Background: an optimization exercise with open tools, aiming at small area, a short achievable clock period and few clock cycles per item. Do not read the settings as production practice.
Only simulation tests tie the RTL to the original design; equivalence was not proved.

Design luxconv, start of the top module:
module luxconv (
    input  wire        clk,
    input  wire        rst,
    input  wire        req_valid,
    input  wire [1:0]  req_gain,
    input  wire [7:0]  req_cycles,
    input  wire [15:0] req_ch1,
    input  wire [15:0] req_ch0,
    output wire        req_ready,
    output wire        rsp_valid,
    output reg  [3:0]  rsp_status,
    output reg  [23:0] rsp_lux,
    output reg  [2:0]  obs_band,
    output wire [32:0] obs_ratio,
    output wire [23:0] obs_chn0,
    output wire [23:0] obs_chn1,
    output reg  [23:0] obs_scale0,
    output reg  [23:0] obs_scale1,
    output reg  [1:0]  phase
);
    localparam PH_IDLE = 2'd0, PH_BUSY = 2'd1, PH_DONE = 2'd2;
    localparam [3:0] ST_VALID  = 4'b0001,
                     ST_DEGEN  = 4'b0011,
                     ST_NEG    = 4'b0101,
                     ST_CFGERR = 4'b1001;
    localparam [15:0] B1 = 16'd8520,  M1 = 16'd15729;
    localparam [15:0] B2 = 16'd10807, M2 = 16'd23344;
    localparam [15:0] B3 = 16'd6383,  M3 = 16'd11705;
    localparam [15:0] B4 = 16'd4063,  M4 = 16'd6554;
    localparam [2:0] S_MUL0  = 3'd0,
                     S_MUL1  = 3'd1,
                     S_DIV   = 3'd2,
                     S_LUX1  = 3'd3,
                     S_LUX2  = 3'd4;
    reg  [2:0]  step;
    reg  [15:0] ch1;
    reg  [23:0] chn0, chn1;
    reg  [23:0] rem;
    reg  [25:0] d3;          
    reg  [35:0] quo;
    reg  [38:0] prod_m;
    reg         dinit;       
    reg         dlong;       
    reg         dwide;       
    reg  [3:0]  dcnt;        
    reg         lux_done;    
    reg         op_lux1, op_lux2;
    reg  [23:0] ma;
    reg  [8:0]  bd_one, bd_two, bd_neg;
    assign req_ready = (phase != PH_BUSY);
    assign rsp_valid = (phase == PH_DONE);
    assign obs_chn0  = chn0;
    assign obs_chn1  = chn1;
  ...
Settings: LEC_CHECK=0, CAP_MARGIN=20, CORE_MARGIN=2, CORE_UTILIZATION=40, SETUP_SLACK_MARGIN=5, SLEW_MARGIN=20, SYNTH_MEMORY_MAX_BITS=65536; clock period 12.0 ns.
run.sh (not shown) runs the stock make flow with config.mk's settings and CLKGATE_MAP_FILE= SYNTH_SCRIPT=/design/flow/synth_recipe.tcl, a recipe that flattens the netlist after the stock synthesis.
Testbench counts at the start, summed over its fixed seeds: cycles 9,906, items 1,600.
Edit:
--- a/flow/design.v
+++ b/flow/design.v
@@ -198,20 +198,21 @@
     reg  [23:0] chn0, chn1;
     reg  [23:0] rem;
     reg  [25:0] d3;          
     reg  [35:0] quo;
     reg  [38:0] prod_m;
     reg         dinit;       
     reg         dlong;       
     reg         dwide;       
     reg  [3:0]  dcnt;        
     reg         lux_done;    
+    reg         lux_try;     
     reg         op_lux1, op_lux2;
     reg  [23:0] ma;
     reg  [8:0]  bd_one, bd_two, bd_neg;
     assign req_ready = (phase != PH_BUSY);
     assign rsp_valid = (phase == PH_DONE);
     assign obs_chn0  = chn0;
     assign obs_chn1  = chn1;
     assign obs_ratio = quo[33:1] + {32'd0, quo[0]};
     wire issue = req_valid && req_ready;
     wire [23:0] sc0, sc1;
@@ -317,34 +318,39 @@
             end else if (!t1[26]) begin
                 r_st[k+1] = t1[23:0]; q_st[k+1] = {q_st[k][33:0], 2'b01};
             end else begin
                 r_st[k+1] = r_sh[23:0]; q_st[k+1] = {q_st[k][33:0], 2'b00};
             end
         end
     end
     wire [3:0] dleft = dinit ? (!dlong ? 4'd2 : (dwide ? 4'd8 : 4'd5))
                              : (dcnt - 4'd1);
     wire cert_b1 = ({chn1, 2'd0} < {2'd0, chn0});
+    wire lt512   = ({chn1, 1'd0} < {1'd0, chn0});
     wire cert_b5 = ({chn1, 2'd0} >= d3);
-    wire [2:0] band_guess = band_of({q_st[1][29:0], 6'd32});
+    wire [2:0] band_first = cert_b1 ? 3'd1 : (cert_b5 || !lt512) ? 3'd5 : 3'd2;
+    wire [29:0] qw = q_st[1][29:0];
+    wire try_ok = (band_of({qw, 6'd0}) == obs_band) && (band_of({qw, 6'd63}) == obs_band);
+    wire [2:0] band_guess = band_of({qw, 6'd32});
     wire [2:0] band_fin   = band_of(quo);
+    wire       try_fail   = op_lux1 && lux_try && !try_ok;
     wire       at_first = (step == S_DIV) && dinit && !dlong;
-    wire [2:0] band_next = at_first ? (cert_b1 ? 3'd1 : 3'd5)
+    wire [2:0] band_next = at_first ? band_first
                          : (step == S_DIV) ? band_guess : band_fin;
     always @(posedge clk) begin
         if (issue) begin
             ma <= sc0;
             {bd_neg, bd_two, bd_one} <= booth_enc(req_ch0);
         end else if (step == S_MUL0) begin
             ma <= obs_scale1;
             {bd_neg, bd_two, bd_one} <= booth_enc(ch1);
-        end else if (op_lux1) begin
+        end else if (op_lux1 && !try_fail) begin
             ma <= chn0;
             {bd_neg, bd_two, bd_one} <= booth_enc(coef_b_of(obs_band));
         end else begin
             ma <= chn1;
             {bd_neg, bd_two, bd_one} <= booth_enc(coef_m_of(band_next));
         end
     end
     always @(posedge clk) begin
         prod_m <= acc[38:0];
         rem    <= r_st[2];
@@ -396,35 +402,38 @@
                     dlong <= 1'b0;
                     step  <= S_DIV;
                     if (chn0 == 24'd0) begin
                         phase      <= PH_DONE;
                         rsp_status <= ST_DEGEN;
                     end
                 end
                 S_DIV: begin
                     if (op_lux2)
                         lux_done <= 1'b1;
-                    if (at_first && (cert_b1 || cert_b5)) begin
+                    if (at_first) begin
                         op_lux1  <= 1'b1;
                         obs_band <= band_next;
+                        lux_try  <= !(cert_b1 || cert_b5);
+                    end
+                    if (try_fail) begin
+                        op_lux1  <= 1'b1;
+                        op_lux2  <= 1'b0;
+                        lux_try  <= 1'b0;
+                        obs_band <= band_next;
                     end
                     if (dinit && !dlong && !fits12) begin
                         dlong <= 1'b1;
                         dwide <= !fits24;
                     end else begin
                         dinit <= 1'b0;
                         quo   <= q_st[2];
                         dcnt  <= dleft;
-                        if (dleft == 4'd1 && !lux_done && !op_lux1 && !op_lux2) begin
-                            op_lux1  <= 1'b1;
-                            obs_band <= band_next;
-                        end
                         if (dleft == 4'd0) begin
                             if (lux_done || op_lux2)
                                 phase <= PH_DONE;
                             else
                                 step  <= S_LUX2;
                         end
                     end
                 end
                 S_LUX1: begin
                     step <= S_LUX2;
Result: The changed run finished clean. Utilization decreases by 1.1 points. Routed wire length came out lower by 7.8%. Count of clock-buffer cells in the layout drops by 7. First-iteration DRC count decreases by 2.7%. Critical path depth went up by 1. Non-clock buffer count shrinks by 53. Sequential share of layout area is about the same. Design area fell by 0.47%. Clock skew grows by 0.013 ns. Setup slack gains 0.16 ns.
Testbench counts after the change, summed over its fixed seeds: cycles 9,608, items 1,600.

[afterwards: timing with drivers on the ports]
The results above use ideal ports. As a check the final layouts listed here were re-extracted and re-timed, cells and wires unchanged. Step 1 assumes that a clkbuf_16 drives the clock port and a buf_2 every other input. Step 2 moves the port delays by t, midway between the first and last clock arrival at a register: inputs arrive t later, outputs are due t later. That takes back most of the time a late clock gives input paths. a / b / c = ideal ports / drivers / drivers and shift; a / b = the first two.
run | t, ns | setup WS [ns] | hold slack, ns | worst slew at a driven data input, ns
the first run | 0.686 | 4.831 / 4.892 / 4.206 | 0.508 / 0.508 / 0.508 | 0.11
the second run | 0.690 | 4.995 / 5.051 / 4.361 | 0.499 / 0.499 / 0.499 | 0.06
After both steps setup and hold are still met in every run listed. The setup slack of the second run, which loses most, moves by +0.056 ns with the drivers and by -0.634 ns with both steps.
